This design comes from an exercise in tuning for small area, a short achievable clock period and few clock cycles on the open sky130 flow, not from production work.
In this exercise RTL edits were held to simulation tests only and were not proved equivalent to the original.
No activity file was given, so power comes from the tool's default toggle rates.

== job 5242 ==
// udp_rx_demux
module udp_rx_demux (
    input  wire        clk,
    input  wire        rst,
    input  wire        in_valid,
    output wire        in_ready,
    input  wire [7:0]  in_data,
    input  wire        in_last,
    output wire        out_valid,
    input  wire        out_ready,
    output wire [7:0]  out_data,
    output wire        out_last,
    output wire        ev_valid,
    output wire [2:0]  ev_kind,
    output wire [2:0]  ev_slot,
    output wire [15:0] ev_sport,
    output wire [15:0] ev_dport,
    output wire [15:0] ev_len,
    input  wire        bind_en,
    input  wire [2:0]  bind_slot,
    input  wire [15:0] bind_port,
    input  wire        deq_en,
    input  wire [2:0]  deq_slot
);
    localparam [2:0] EV_ENQUEUE        = 3'd0,
                     EV_UNRECOGNIZED   = 3'd1,
                     EV_ARP_REPLY      = 3'd2,
                     EV_ARP_SUPPRESSED = 3'd3,
                     EV_NO_PORT        = 3'd4,
                     EV_QUEUE_FULL     = 3'd5;
    reg        first;           
    reg [15:0] cnt;             
    reg        f_mac;           
    reg        f_12, f_13, f_14;
    reg        f_u;             
    reg        f_ip;            
    reg        g33, g41;        
    reg        t12;             
    reg        ty_arp, ty_ip;   
    reg [3:0]  ihl;
  ...
==> flow/config.mk <==
export PLATFORM = sky130hd
export DESIGN_NAME = udp_rx_demux
export DESIGN_NICKNAME = udp_rx_demux
export VERILOG_FILES = /design/flow/design.v
export SDC_FILE = /design/flow/constraint.sdc
export NUM_CORES = 4
export LEC_CHECK = 0
export CAP_MARGIN = 20
export CORE_MARGIN = 2
export CORE_UTILIZATION = 55
export CTS_CLUSTER_DIAMETER = 120
export CTS_CLUSTER_SIZE = 25
export PLACE_DENSITY = 0.7
export SETUP_SLACK_MARGIN = 3.6
export SLEW_MARGIN = 20
==> flow/constraint.sdc <==
create_clock -name core_clock -period 6.0 [get_ports {clk}]
set_input_delay 1.2000 -clock core_clock [delete_from_list [all_inputs] [get_ports {clk}]]
set_output_delay 1.2000 -clock core_clock [all_outputs]
set_load 0.01 [all_outputs]
standard.sh (not shown) runs the stock make flow with config.mk's settings and CLKGATE_MAP_FILE= SYNTH_SCRIPT=/design/flow/synth_recipe.tcl, a recipe that flattens the netlist after the stock synthesis.
==> flow/flow/run.sh <==
#!/bin/bash
# The standard layout, with plain buf_2 cells as the port buffers instead of
# the delay cells buffer_ports picks by default.
set -euo pipefail
export BUFFER_PORTS_ARGS="-buffer_cell sky130_fd_sc_hd__buf_2"
bash standard.sh > standard.log 2>&1
Testbench counts of job 5242, summed over its fixed seeds: cycles 230,452.
Relative to job 5242, the following input files were edited for job 2855:
# job 5242
export LEC_CHECK = 0
export CAP_MARGIN = 20
export CORE_MARGIN = 2
export CORE_UTILIZATION = 55
export CTS_CLUSTER_DIAMETER = 120
export CTS_CLUSTER_SIZE = 25
export PLACE_DENSITY = 0.7
export SETUP_SLACK_MARGIN = 3.6
export SLEW_MARGIN = 20
create_clock -name core_clock -period 6.0 [get_ports {clk}]
# job 2855
export LEC_CHECK = 0
export CAP_MARGIN = 20
export CORE_MARGIN = 2
export CORE_UTILIZATION = 55
export CTS_CLUSTER_DIAMETER = 120
export CTS_CLUSTER_SIZE = 25
export PLACE_DENSITY = 0.7
export SETUP_SLACK_MARGIN = 3.7
export SLEW_MARGIN = 20
create_clock -name core_clock -period 6.0 [get_ports {clk}]
--- outcome ---
Of job 5242 and job 2855, the run reporting the lower register-to-register slack was job 5242.
Summary: with job 5242 as the reference, overall power after layout in job 2855 moved up slightly.
In the metrics for job 5242 and job 2855, the one carrying the lower net total in the final layout is job 5242.
Delta (job 2855 minus job 5242): buffers plus inverters on the worst setup path comparable; achievable frequency climbed 0.0044 GHz; worst hold slack -7.4 ps; detailed placer's ending HPWL saw a decrease.
Run comparison: job 2855 launch point of the critical path pb[2][5]$_SDFFCE_PP0P_; job 5242 launch point of the critical path pb[2][1]$_SDFFCE_PP0P_
Job 2855 vs job 5242: layout buffer count excluding clock buffers up in job 2855
The number of global-route vias before repair in job 2855 sits 1.7% above the value recorded for job 5242.
Internal power component on job 2855 is up relative to job 5242.
## Diff of input files: job 8182 against job 2855
# job 2855
export LEC_CHECK = 0
export CAP_MARGIN = 20
export CORE_MARGIN = 2
export CORE_UTILIZATION = 55
export CTS_CLUSTER_DIAMETER = 120
export CTS_CLUSTER_SIZE = 25
export PLACE_DENSITY = 0.7
export SETUP_SLACK_MARGIN = 3.7
export SLEW_MARGIN = 20
create_clock -name core_clock -period 6.0 [get_ports {clk}]
# job 8182
export LEC_CHECK = 0
export CAP_MARGIN = 20
export CORE_MARGIN = 2
export CORE_UTILIZATION = 55
export CTS_CLUSTER_DIAMETER = 120
export CTS_CLUSTER_SIZE = 25
export PLACE_DENSITY = 0.7
export SETUP_SLACK_MARGIN = 3.55
export SLEW_MARGIN = 20
create_clock -name core_clock -period 6.0 [get_ports {clk}]
Findings:
- Job 8182 finished all stages; the layout is clean.
- Taking job 2855 as the reference, in job 8182 number of combinational gates with multiple inputs stayed essentially flat, part of the power in the clock network rose by 0.2 points.
- Lower share of total power consumed by net switching among job 2855 and job 8182: job 8182
- | layout buffer count excluding clock buffers | lower: job 8182 |
Here is what was changed in the inputs of job 6131 compared with job 8182.
# job 8182
export LEC_CHECK = 0
export CAP_MARGIN = 20
export CORE_MARGIN = 2
export CORE_UTILIZATION = 55
export CTS_CLUSTER_DIAMETER = 120
export CTS_CLUSTER_SIZE = 25
export PLACE_DENSITY = 0.7
export SETUP_SLACK_MARGIN = 3.55
export SLEW_MARGIN = 20
create_clock -name core_clock -period 6.0 [get_ports {clk}]
# job 6131
export LEC_CHECK = 0
export CAP_MARGIN = 20
export CORE_MARGIN = 2
export CORE_UTILIZATION = 55
export CTS_CLUSTER_DIAMETER = 120
export CTS_CLUSTER_SIZE = 25
export PLACE_DENSITY = 0.7
export SETUP_SLACK_MARGIN = 3.65
export SLEW_MARGIN = 20
create_clock -name core_clock -period 6.0 [get_ports {clk}]
- All of job 8182 and job 6131 finish clean.
- There was hardly any difference in power attributed to sequential cells between job 6131 and job 8182.
- Per the comparison of job 6131 with job 8182, setup slack saw an increase; relative contribution of sequential cells to total power moved down.
- Job 6131 vs. job 8182: wire length now sits at about the same level, depth of the critical timing path with buffers and inverters included now sits at about the same level, worst-case headroom to the max-slew limit now sits lower.
- Job 6131 vs. job 8182: non-clock buffer area fraction after layout saw an increase, average via count per standard cell saw a decrease.
- Compared job 6131 vs job 8182, and sequential share of layout area is down in job 6131.
- NOTE upper clock frequency limit job 8182->job 6131 increased slightly

==> static timing again, ports no longer ideal <==
How much do the figures lean on ideal ports? The routed layouts below were timed once more, with nothing changed but the port constraints.
Step 1, drivers: a clkbuf_16 drives clk and a buf_2 each remaining input, both assumed.
Step 2 also shifts input and output timing later by t, the mid clock arrival at the registers, as if the neighbouring blocks saw the same clock.
a / b / c = no drivers / after step 1 / after step 2; a / b = the first two.
run | t, ns | slack for setup (ns) | worst setup path after step 2 | pins driven straight from the clock port
job 5242 | 0.548 | 3.605 / 3.557 / 3.135 | input to register | 1
job 2855 | 0.548 | 3.630 / 3.584 / 3.220 | input to register | 1
job 8182 | 0.546 | 3.578 / 3.530 / 3.133 | input to register | 1
job 6131 | 0.551 | 3.606 / 3.557 / 3.107 | input to register | 1
After both steps setup and hold are still met in every run listed. The setup slack of job 6131, which loses most, moves by -0.049 ns with the drivers and by -0.499 ns with both steps.
